Background: an optimization exercise with open tools, aiming at small area, a short achievable clock period and few clock cycles per item. Do not read the settings as production practice. The RTL of this run was laid out without a check of its function.

==> design.v <==
module ts_advance (
    input  wire        clk,
    input  wire        rst,
    input  wire        start,
    output wire        in_ready,
    input  wire [31:0] ref_full,
    input  wire [63:0] ref_frac,
    input  wire [63:0] psr,
    input  wire [31:0] spp,
    input  wire [63:0] rate,
    output reg         out_valid,
    output wire [1:0]  out_status,
    output wire [31:0] out_full,
    output wire [63:0] out_frac
);
    localparam [27:0] C5 = 28'd244140625;      
    localparam [40:0] PS_PER_S = 41'd1000000000000;
    localparam [3:0] S_IDLE  = 4'd0,
                     S_PRE   = 4'd1,
                     S_MUL   = 4'd2,
                     S_DNRM  = 4'd3,
                     S_NORM  = 4'd4,
                     S_NORM2 = 4'd11,
                     S_DIV   = 4'd5,
                     S_ROUND = 4'd6,
                     S_PS1   = 4'd7,
                     S_XSH   = 4'd8,
                     S_PS2   = 4'd9;
    reg [3:0]  state;
    reg [31:0] rf;             
    reg [40:0] rr;             
    reg        bad_q;          
    reg        zero_q;         
    reg        ovf_q;          
    reg [80:0] pa;             
    reg [31:0] spn;            
    reg [57:0] pr;             
    reg        stk;            
    reg signed [12:0] ex;      
    reg [52:0] dv;             
    reg signed [12:0] er;      
    reg [54:0] d3;             
    reg signed [12:0] ib;      
    reg [4:0]  jq;             
    reg [1:0]  qb;             
    reg        fi0, fi1;       
    reg        q1;             
    reg [6:0]  lsh;            
    reg        pin;            
    wire [31:0] wh = spn;
    assign in_ready   = (state == S_IDLE);
    assign out_status = {ovf_q & ~bad_q, bad_q};
    assign out_full   = rf;
    assign out_frac   = {23'd0, rr};
    function [4:0] lzc32;
        input [31:0] v;
        integer i;
        begin
            lzc32 = 5'd0;
            for (i = 0; i < 32; i = i + 1)
                if (v[i]) lzc32 = 5'd31 - i[4:0];
        end
    endfunction
    wire [4:0]  sp_lz  = lzc32(spn);
    wire [31:0] sp_n   = spn << sp_lz;
    wire [35:0] m_sum  = {4'd0, pr[57:26]} + spn * pa[3:0];
    wire        m_last = (pa[63:4] == 60'd0);
    wire        d_ok   = dv[52] | bad_q;
    reg [2:0] n_j;
    always @(*) begin
        casez (pr[57:53])
            5'b1????: n_j = 3'd0;
            5'b01???: n_j = 3'd1;
            5'b001??: n_j = 3'd2;
            5'b0001?: n_j = 3'd3;
            default:  n_j = 3'd4;
        endcase
    end
    wire [57:0] n_sh   = pr << n_j;
    wire        n_upa  = n_sh[4] & ((|n_sh[3:0]) | stk | n_sh[5]);
    wire [52:0] n_m    = pr[52:0];
    wire [53:0] n_i    = {1'b0, n_m} + 54'd1;
    wire        n_c    = stk & n_i[53];
    wire [52:0] mn     = n_c ? {1'b1, 52'd0} : (stk ? n_i[52:0] : n_m);
    wire        mn_ge  = n_c ? (dv == {1'b1, 52'd0}) : ((n_m >= dv) | (stk & (n_i[52:0] == dv)));
    wire signed [12:0] e_x = ex + (n_c ? 13'sd1 : 13'sd0) - er;
    wire [53:0] rem0   = mn_ge ? {1'b0, mn} : {mn, 1'b0};
    wire [54:0] t2  = {pr[53:0], 1'b0};
    wire [55:0] c1  = {1'b0, t2} - {3'd0, dv};
    wire [55:0] c2  = {1'b0, t2} - {2'd0, dv, 1'b0};
    wire [55:0] c3  = {1'b0, t2} - {1'd0, d3};
    reg  [1:0]  d_q;
    reg  [52:0] d_v;
    reg         d_nz;
    always @(*) begin
        if (!c3[55])      begin d_q = 2'd3; d_v = c3[52:0]; d_nz = |c3[52:0]; end
        else if (!c2[55]) begin d_q = 2'd2; d_v = c2[52:0]; d_nz = |c2[52:0]; end
        else if (!c1[55]) begin d_q = 2'd1; d_v = c1[52:0]; d_nz = |c1[52:0]; end
        else              begin d_q = 2'd0; d_v = t2[52:0]; d_nz = |t2[52:0]; end
    end
    wire [53:0] d_r = {d_v, 1'b0};
    wire        i0     = fi0;
    wire        i1     = fi1;
    wire        last   = (state == S_ROUND);        
    wire        rnd    = qb[0] & (stk | qb[1]);
    wire        f_rnd  = last & rnd & ~i0;
    wire        w_rnd  = last & rnd & i0;
    reg  [1:0]  g_nf;
    reg  [2:0]  g_dd;
    reg  [31:0] w_sh;
    always @(*) begin
        if (last) begin
            g_nf = i0 ? 2'd0 : 2'd1;
            g_dd = i0 ? 3'd0 : {2'd0, qb[1]};
            w_sh = i0 ? {wh[30:0], qb[1]} : wh;
        end else if (i1) begin
            g_nf = 2'd0;
            g_dd = 3'd0;
            w_sh = {wh[29:0], qb};
        end else if (i0) begin
            g_nf = 2'd1;
            g_dd = {2'd0, qb[0]};
            w_sh = {wh[30:0], qb[1]};
        end else begin
            g_nf = 2'd2;
            g_dd = {1'b0, qb};
            w_sh = wh;
        end
    end
    wire [2:0]  g_dr   = g_dd + {2'd0, f_rnd};
    reg  [29:0] g_cm;
    always @(*) begin
        case (g_dr)
            3'd1:    g_cm = {2'd0, C5};
            3'd2:    g_cm = {1'd0, C5, 1'b0};
            3'd3:    g_cm = {2'd0, C5} + {1'd0, C5, 1'b0};
            3'd4:    g_cm = {C5, 2'b0};
            default: g_cm = 30'd0;
        endcase
    end
    wire [80:0] a_sh   = (g_nf == 2'd2) ? {pa[78:0], 2'b0} :
                         (g_nf == 2'd1) ? {pa[79:0], 1'b0} : pa;
    wire [80:0] a_next = a_sh + {51'd0, g_cm};
    wire [31:0] w_next = w_sh + {31'd0, w_rnd};
    wire        g_all  = last ? qb[1] : (qb[1] & qb[0]);
    wire [91:0] p_ext  = {pa, 11'd0} >> lsh;
    reg  [4:0]  a_g;
    integer k2;
    always @(*) begin
        a_g = 5'd0;
        for (k2 = 53; k2 < 81; k2 = k2 + 1)
            if (pa[k2]) a_g = k2 - 53;
    end
    wire        a_big  = (pa[80:53] != 28'd0);
    reg         p_ones;
    integer k3;
    always @(*) begin
        p_ones = 1'b1;
        for (k3 = 0; k3 < 81; k3 = k3 + 1)
            if ((k3 >= a_g) && (k3 + 11 < lsh))
                p_ones = p_ones & pa[k3];
    end
    wire        p_up   = a_big & p_ones & pin;
    wire [39:0] ps     = pin ? p_ext[39:0] : 40'd0;
    wire [40:0] f_x    = {1'b0, pr[39:0]};
    wire [41:0] f_k    = 42'd0 - {1'b0, PS_PER_S};             
    wire [41:0] f_cs   = {1'b0, rr} ^ {1'b0, f_x} ^ f_k;
    wire [41:0] f_cc   = {(({1'b0, rr} & {1'b0, f_x}) | ({1'b0, rr} & f_k) | ({1'b0, f_x} & f_k)), 1'b0} ;
    wire [41:0] f_d    = f_cs + f_cc[41:0] + {41'd0, pr[40]};
    wire [40:0] f_s    = rr + f_x + {40'd0, pr[40]};
    wire        f_c    = ~f_d[41];                  
    wire [31:0] f_w0   = rf + wh;
    wire [31:0] f_w1   = rf + wh + 32'd1;
    always @(posedge clk) begin
        if (rst) begin
            state     <= S_IDLE;
            out_valid <= 1'b0;
        end else begin
            out_valid <= 1'b0;
            case (state)
                S_IDLE:  if (start) state <= S_PRE;
                S_PRE:   state <= S_MUL;
                S_MUL:   if (m_last) state <= d_ok ? S_NORM : S_DNRM;
                S_DNRM:  if (dv[51]) state <= S_NORM;
                S_NORM:  state <= S_NORM2;
                S_NORM2: state <= S_DIV;
                S_DIV:   if (jq == 5'd26) state <= S_ROUND;
                S_ROUND: state <= S_PS1;
                S_PS1:   state <= (!zero_q && (ex > 13'sd52) && (ex <= 13'sd83)) ? S_XSH : S_PS2;
                S_XSH:   if (ex == 13'sd53) state <= S_PS2;
                S_PS2:   begin out_valid <= 1'b1; state <= S_IDLE; end
                default: state <= S_IDLE;
            endcase
        end
    end
    always @(posedge clk) begin
        case (state)
            S_IDLE: begin
                rf    <= ref_full;
                rr    <= {1'b0, ref_frac[39:0]};
                pa    <= {17'd0, psr};
                spn   <= spp;
                bad_q <= rate[63];
                dv    <= {rate[62:52] != 11'd0, rate[51:0]};
                er    <= {2'b00, rate[62:53], (rate[62:52] == 11'd0) | rate[52]};
            end
            S_PRE: begin
                spn    <= sp_n;
                ex     <= 13'sd959 - $signed({8'd0, sp_lz});    
                bad_q  <= bad_q | (er == 13'sd2047) | (dv == 53'd0);
                zero_q <= (pa[63:0] == 64'd0) | (spn == 32'd0);
                pr     <= 58'd0;
                stk    <= 1'b0;
            end
            S_MUL: begin
                pr  <= {m_sum, pr[25:4]};
                stk <= stk | (|pr[3:0]);
                pa  <= {21'd0, pa[63:4]};
                ex  <= ex + 13'sd4;
            end
            S_DNRM: begin
                dv <= {dv[51:0], 1'b0};
                er <= er - 13'sd1;
            end
            S_NORM: begin
                pr    <= {5'd0, n_sh[57:5]};
                stk   <= n_upa;
                ex    <= ex + 13'sd95 - $signed({10'd0, n_j});
                d3    <= {2'd0, dv} + {1'd0, dv, 1'b0};
            end
            S_NORM2: begin
                pr    <= {4'd0, rem0};
                ex    <= mn_ge ? e_x : e_x - 13'sd1;
                ib    <= mn_ge ? e_x + 13'sd1 : e_x;
                pa    <= 81'd0;
                spn   <= 32'd0;
                jq    <= 5'd0;
                qb    <= 2'd0;
                q1    <= 1'b1;
            end
            S_DIV: begin
                pr[53:0] <= d_r;
                stk <= d_nz;
                qb <= d_q;
                jq <= jq + 5'd1;
                fi0 <= (ib >= 13'sd1);
                fi1 <= (ib >= 13'sd2);
                ib  <= ib - 13'sd2;
                if (jq != 5'd0) begin
                    pa  <= a_next;
                    spn <= w_next;
                    q1  <= q1 & g_all;
                end
            end
            S_ROUND: begin
                pa    <= a_next;
                spn   <= w_next;
                ovf_q <= ~zero_q & ((ex > 13'sd1023) | ((ex == 13'sd1023) & q1 & g_all & rnd));
                lsh   <= 7'd51 - ex[6:0];
                pin   <= (ex >= -13'sd41) && (ex <= 13'sd51);
            end
            S_PS1: begin
                pr[40:0] <= {p_up, ps};
                if (ex > 13'sd83) begin
                    spn <= 32'd0;
                    ex  <= 13'sd52;
                end
            end
            S_XSH: begin
                spn <= {spn[30:0], 1'b0};
                ex  <= ex - 13'sd1;
            end
            S_PS2: begin
                rr <= f_c ? f_d[40:0] : f_s;
                rf <= f_c ? f_w1 : f_w0;
            end
            default: ;
        endcase
    end
endmodule
==> run.sh <==
#!/bin/bash
# synth_recipe.tcl (not shown) runs the flow's synth.tcl, then flattens the netlist and writes it again
# the make line also repeats each setting of config.mk as NAME=value (left out here)
make -C /OpenROAD-flow-scripts/flow DESIGN_CONFIG=/design/flow/config.mk WORK_HOME=/design/flow/orfs CLKGATE_MAP_FILE= SYNTH_SCRIPT=/design/flow/synth_recipe.tcl finish
==> config.mk <==
export PLATFORM = sky130hd
export DESIGN_NAME = ts_advance
export DESIGN_NICKNAME = ts_advance
export VERILOG_FILES = /design/flow/design.v
export SDC_FILE = /design/flow/constraint.sdc
export NUM_CORES = 4
export LEC_CHECK = 0
export CAP_MARGIN = 20
export CORE_MARGIN = 2
export CORE_UTILIZATION = 40
export SLEW_MARGIN = 20
==> constraint.sdc <==
create_clock -name core_clock -period 14.0 [get_ports {clk}]
set_input_delay 2.8000 -clock core_clock [delete_from_list [all_inputs] [get_ports {clk}]]
set_output_delay 2.8000 -clock core_clock [all_outputs]
set_load 0.01 [all_outputs]
==> notes.md <==
## cell type report
class                   count  share of cell area, %
repair buffers            489                   6.12
flip-flops and latches    418                   17.1
multi-input cells        7171                   68.2
clock buffers              71                   2.08
inverters                 453                   2.33
well taps                2189                   3.75
diodes                      4                 0.0137
clock inverters            34                  0.400
## final timing paths
path / endpoint / depth (start not counted) / slack (ps) / startpoint
max: ib[12] / 24 / 6040 / pr[7]
min: q1 / 2 / 610 / q1
max reg2reg: ib[12] / 24 / 6040 / pr[7]
min reg2reg: q1 / 2 / 610 / q1
## cells in the final DEF (no fill, tap or decap), drive strengths merged, types with 69 or more instances in the layout
cell type | synthesis | routed
and2 | 73 | 73
o211ai | 89 | 89
nand4 | 106 | 106
o21a | 101 | 101
nand2 | 1019 | 1019
ha | 516 | 516
mux2i | 263 | 263
nand2b | 75 | 75
clkdlybuf4s50 | 0 | 311
xnor2 | 389 | 389
nand3 | 224 | 224
nor2 | 701 | 701
o22ai | 131 | 131
nor4 | 109 | 109
fa | 124 | 124
mux4 | 81 | 81
buf | 126 | 178
a22oi | 72 | 72
xor2 | 226 | 226
nor2b | 69 | 69
nor3 | 204 | 204
clkbuf | 482 | 71
a31oi | 109 | 109
o21ai | 662 | 662
inv | 450 | 454
a211oi | 111 | 111
a21oi | 646 | 646
edfxtp | 413 | 413
a21o | 174 | 174
## metrics by stage
stage / instance area (µm²) / hold WS (ps) / cells / worst slack [ps]
2_1_floorplan: 66300 / 528 / 8650 / 6090
3_3_place_gp: 71300 / 591 / 10719 / 6310
3_5_place_dp: 71300 / 593 / 10720 / 6210
4_1_cts: 73100 / 608 / 10825 / 6170
5_1_grt: 73100 / 638 / 10826 / 5710
6_report: 73100 / 614 / 10829 / 6040
## per-layer routing
| metal | up-vias | share of wire, % | global-route usage (%) |
|---|---|---|---|
| met5 | - | 0 | 0 |
| met4 | 0 | 6.7 | 19.0 |
| met3 | 619 | 7.7 | 4.33 |
| met2 | 3340 | 44 | 51.5 |
| met1 | 33113 | 42 | 44.3 |
| li1 | 31630 | - | - |
## state kept, by name, indices dropped and copies added (netlist names), 2 cells and up
register  cells
pa           81
dv           53
jq            5
lsh           7
ib           13
er           13
pr           58
rf           32
state         4
ex           13
d3           55
rr           41
spn          32
qb            2
## logic make-up after synthesis
kind of cell / Yosys count
and+or+nand+nor: 2866
AOI/OAI and AO/OA: 2649
buffers and inverters: 1061
adders and majority gates: 640
xor gates and xnor gates: 615
DFF: 418
muxes: 378
other: 1
## worst max-delay path, cell delays in order (launching register included)
cell and delay, ps:
sky130_fd_sc_hd__edfxtp_1 980, sky130_fd_sc_hd__and3_1 340, sky130_fd_sc_hd__nand4_1 340, sky130_fd_sc_hd__or4_1 730, sky130_fd_sc_hd__or3_1 370, sky130_fd_sc_hd__or4_1 430, sky130_fd_sc_hd__nor2_1 320, sky130_fd_sc_hd__inv_1 420
sky130_fd_sc_hd__ha_1 430, sky130_fd_sc_hd__inv_1 40, sky130_fd_sc_hd__ha_1 200, sky130_fd_sc_hd__fa_1 440, sky130_fd_sc_hd__a21o_1 190, sky130_fd_sc_hd__a21oi_1 300, sky130_fd_sc_hd__o21bai_1 110, sky130_fd_sc_hd__a21oi_1 240
sky130_fd_sc_hd__o21bai_1 90, sky130_fd_sc_hd__a21oi_1 230, sky130_fd_sc_hd__o21bai_1 90, sky130_fd_sc_hd__a21oi_1 220, sky130_fd_sc_hd__xnor2_1 340, sky130_fd_sc_hd__nand3_1 220, sky130_fd_sc_hd__nor4_1 320, sky130_fd_sc_hd__xor2_1 210
sky130_fd_sc_hd__a21oi_1 90
## Yosys cell counts (26+ instances only)
| cell | count |
|---|---|
| sky130_fd_sc_hd__nand2_1 | 1019 |
| sky130_fd_sc_hd__nor2_1 | 701 |
| sky130_fd_sc_hd__o21ai_0 | 647 |
| sky130_fd_sc_hd__a21oi_1 | 646 |
| sky130_fd_sc_hd__ha_1 | 516 |
| sky130_fd_sc_hd__clkbuf_1 | 481 |
| sky130_fd_sc_hd__inv_1 | 447 |
| sky130_fd_sc_hd__edfxtp_1 | 413 |
| sky130_fd_sc_hd__xnor2_1 | 389 |
| sky130_fd_sc_hd__mux2i_1 | 263 |
| sky130_fd_sc_hd__xor2_1 | 226 |
| sky130_fd_sc_hd__nand3_1 | 224 |
| sky130_fd_sc_hd__nor3_1 | 202 |
| sky130_fd_sc_hd__a21o_1 | 174 |
| sky130_fd_sc_hd__o22ai_1 | 131 |
| sky130_fd_sc_hd__fa_1 | 124 |
| sky130_fd_sc_hd__a211oi_1 | 111 |
| sky130_fd_sc_hd__a31oi_1 | 109 |
| sky130_fd_sc_hd__nor4_1 | 106 |
| sky130_fd_sc_hd__nand4_1 | 105 |
| sky130_fd_sc_hd__o21a_1 | 100 |
| sky130_fd_sc_hd__o211ai_1 | 89 |
| sky130_fd_sc_hd__mux4_2 | 81 |
| sky130_fd_sc_hd__nand2b_1 | 75 |
| sky130_fd_sc_hd__a22oi_1 | 72 |
| sky130_fd_sc_hd__and2_1 | 71 |
| sky130_fd_sc_hd__nor2b_1 | 69 |
| sky130_fd_sc_hd__and3_1 | 67 |
| sky130_fd_sc_hd__buf_1 | 67 |
| sky130_fd_sc_hd__o21bai_1 | 64 |
| sky130_fd_sc_hd__or3_1 | 60 |
| sky130_fd_sc_hd__o221ai_1 | 55 |
| sky130_fd_sc_hd__a221oi_1 | 49 |
| sky130_fd_sc_hd__o31ai_1 | 48 |
| sky130_fd_sc_hd__or2_2 | 42 |
| sky130_fd_sc_hd__mux2_2 | 34 |
| sky130_fd_sc_hd__a222oi_1 | 33 |
| sky130_fd_sc_hd__buf_2 | 31 |
| sky130_fd_sc_hd__buf_4 | 26 |
| sky130_fd_sc_hd__or4_1 | 26 |
==> results.py <==
metrics = {
    "logic_synthesis": {
        "synthAdderAreaFrac_pct": 13.5,
        "synthDominantCellAreaShare_pct": 18.7,
        "ys_seq_elements": 418,
        "compound_gate_portion_of_the_synthesized_area_pct": 25.7,
        "yosys_most_used_dff": "sky130_fd_sc_hd__edfxtp_1",
        "yosys.area.top_type": "sky130_fd_sc_hd__edfxtp_1",
        "yosysSeqAreaShare_pct": 18.9,
        "asyncSetResetFlopFracSynth_pct": 0,
        "synth-simple-area-share_pct": 20.2,
        "synth_top_cells_by_area": "sky130_fd_sc_hd__edfxtp_1 (19%), sky130_fd_sc_hd__ha_1 (9.8%), sky130_fd_sc_hd__nand2_1 (5.8%)",
        "yosys-mux-area-fraction_pct": 7.31,
        "combinational_family_with_the_most_area_after_synthesis": "compound AO/OA/AOI/OAI gates",
        "syn-mean-instance-area_um2": 7.67,
        "synth_xor_xnor_area_share_pct": 8.14,
        "number_of_enable_flip_flop_cells_after_synthesis": 413,
        "synth_warnings": 1,
        "syn-cell-area_um2": 66200,
        "postSynthCellCount": 8628,
        "synth.lib_cells_used.distinct": 98,
    },
    "timing": {
        "slew_violations": 0,
        "period_minus_slack_ps": 7960,
        "min_period_over_period_pct": 56.9,
        "timing_worst_slew_pin_value_ps": 1210,
        "finalClockSkew_ps": 53.6,
        "worst_slew_margin_rel_pct": 18.9,
        "fmax_mhz": 126,
        "rsz_0062_raised_after_global_routing": "no",
        "setup_total_negative_slack_ps": 0,
        "hold_viol": 0,
        "setup_viol": 0,
    },
    "detailed_routing": {
        "first_iter_violations": 7506,
        "totalWireLength_mm": 291,
        "first_pass_iters": 8,
        "routed_wire_length_per_instance_um": 26.9,
        "post-route-drc-count": 0,
        "drtAntennaViolNets": 0,
        "vias_per_cell": 6.34,
        "vias": 68702,
    },
    "final_layout": {
        "areaGrowthSynthToFinish_pct": 10.5,
        "num-nets-final": 9489,
        "area.sequential_um2": 12500,
        "layout.filler_cells": 16503,
        "multi_input_comb_area_um2": 49900,
        "finalCoreUtilization_pct": 44.4,
        "drive_above_1_share_pct": 5.73,
    },
    "floorplanning": {
        "floorplan.die_area_um2": 169000,
        "top_level_ports": 359,
        "die-width_um": 411,
        "initial_utilization_pct": 40.2,
        "chipHeight_um": 411,
        "floorplan.rows": 149,
        "core_um2": 165000,
    },
    "clock_network": {
        "cts-buffers-inserted": 57,
        "clk_transition_reported_paths_ps": 60,
        "cts_hold_buf": 0,
        "clock_insertion_delay_worst_skew_ps": 750,
        "cts_repair_resize_count": 0,
        "clock_tree.root_cell": "sky130_fd_sc_hd__clkbuf_16",
        "cts_sinks": 418,
        "deepest_clock_path_buffer_count": 3,
        "cts_tree": "built",
        "cts_max_level": 2,
        "cts_post_setup_buffers_inserted": 0,
    },
    "global_routing": {
        "number_of_global_route_vias_before_repair": 65001,
        "grtUsageTotal_pct": 33.2,
        "grt.overflow.total": 0,
        "antenna_violations_before_repair": 8,
        "grt_pass1_wl_mm": 426,
        "grt_max_degree": 102,
    },
    "setup_path": {
        "critical_path_class": "register to register",
        "critical_path.endpoint_type": "register",
        "crit_required_ps": 14470,
        "timing.critical_path.fanout_max": 15,
        "cp.arrival_ps": 8430,
        "crit_path_start_kind": "register",
    },
    "min_path": {
        "min-delay-path-class": "register to register",
    },
    "outcome": {
        "outcome": "complete, no violations",
    },
    "placement": {
        "hpwlAfterDp_mm": 227,
        "place.gp.congestion": 1.02,
        "placement.io_buffers": 311,
    },
    "run": {
        "max_cap_violations": 0,
    },
}

## static timing again, ports no longer ideal
Ports are ideal in the flow. The routed layout listed here was re-timed in OpenROAD.
Step 1 (the two cells are an assumption about what drives the block):
set clk [get_ports {clk}]
set_driving_cell -lib_cell sky130_fd_sc_hd__clkbuf_16 $clk
set_driving_cell -lib_cell sky130_fd_sc_hd__buf_2 [delete_from_list [all_inputs] $clk]
Step 2 adds t to the input delays and takes it off the output delays; t is the mean of the earliest and latest rising clock arrival at the registers after step 1. Input paths then give back, and output paths get back, about the clock's delay inside the block.
Three values: ideal, step 1, step 2; two values: the first two.
shift t [ns]: 0.813
setup WS [ns]: 6.041 / 6.041 / 6.041
worst slew at a driven data input, ns: 0.07
After both steps this run still meets setup and hold. For this run, drivers alone change the setup slack by 0.000 ns; drivers and shift together by 0.000 ns.
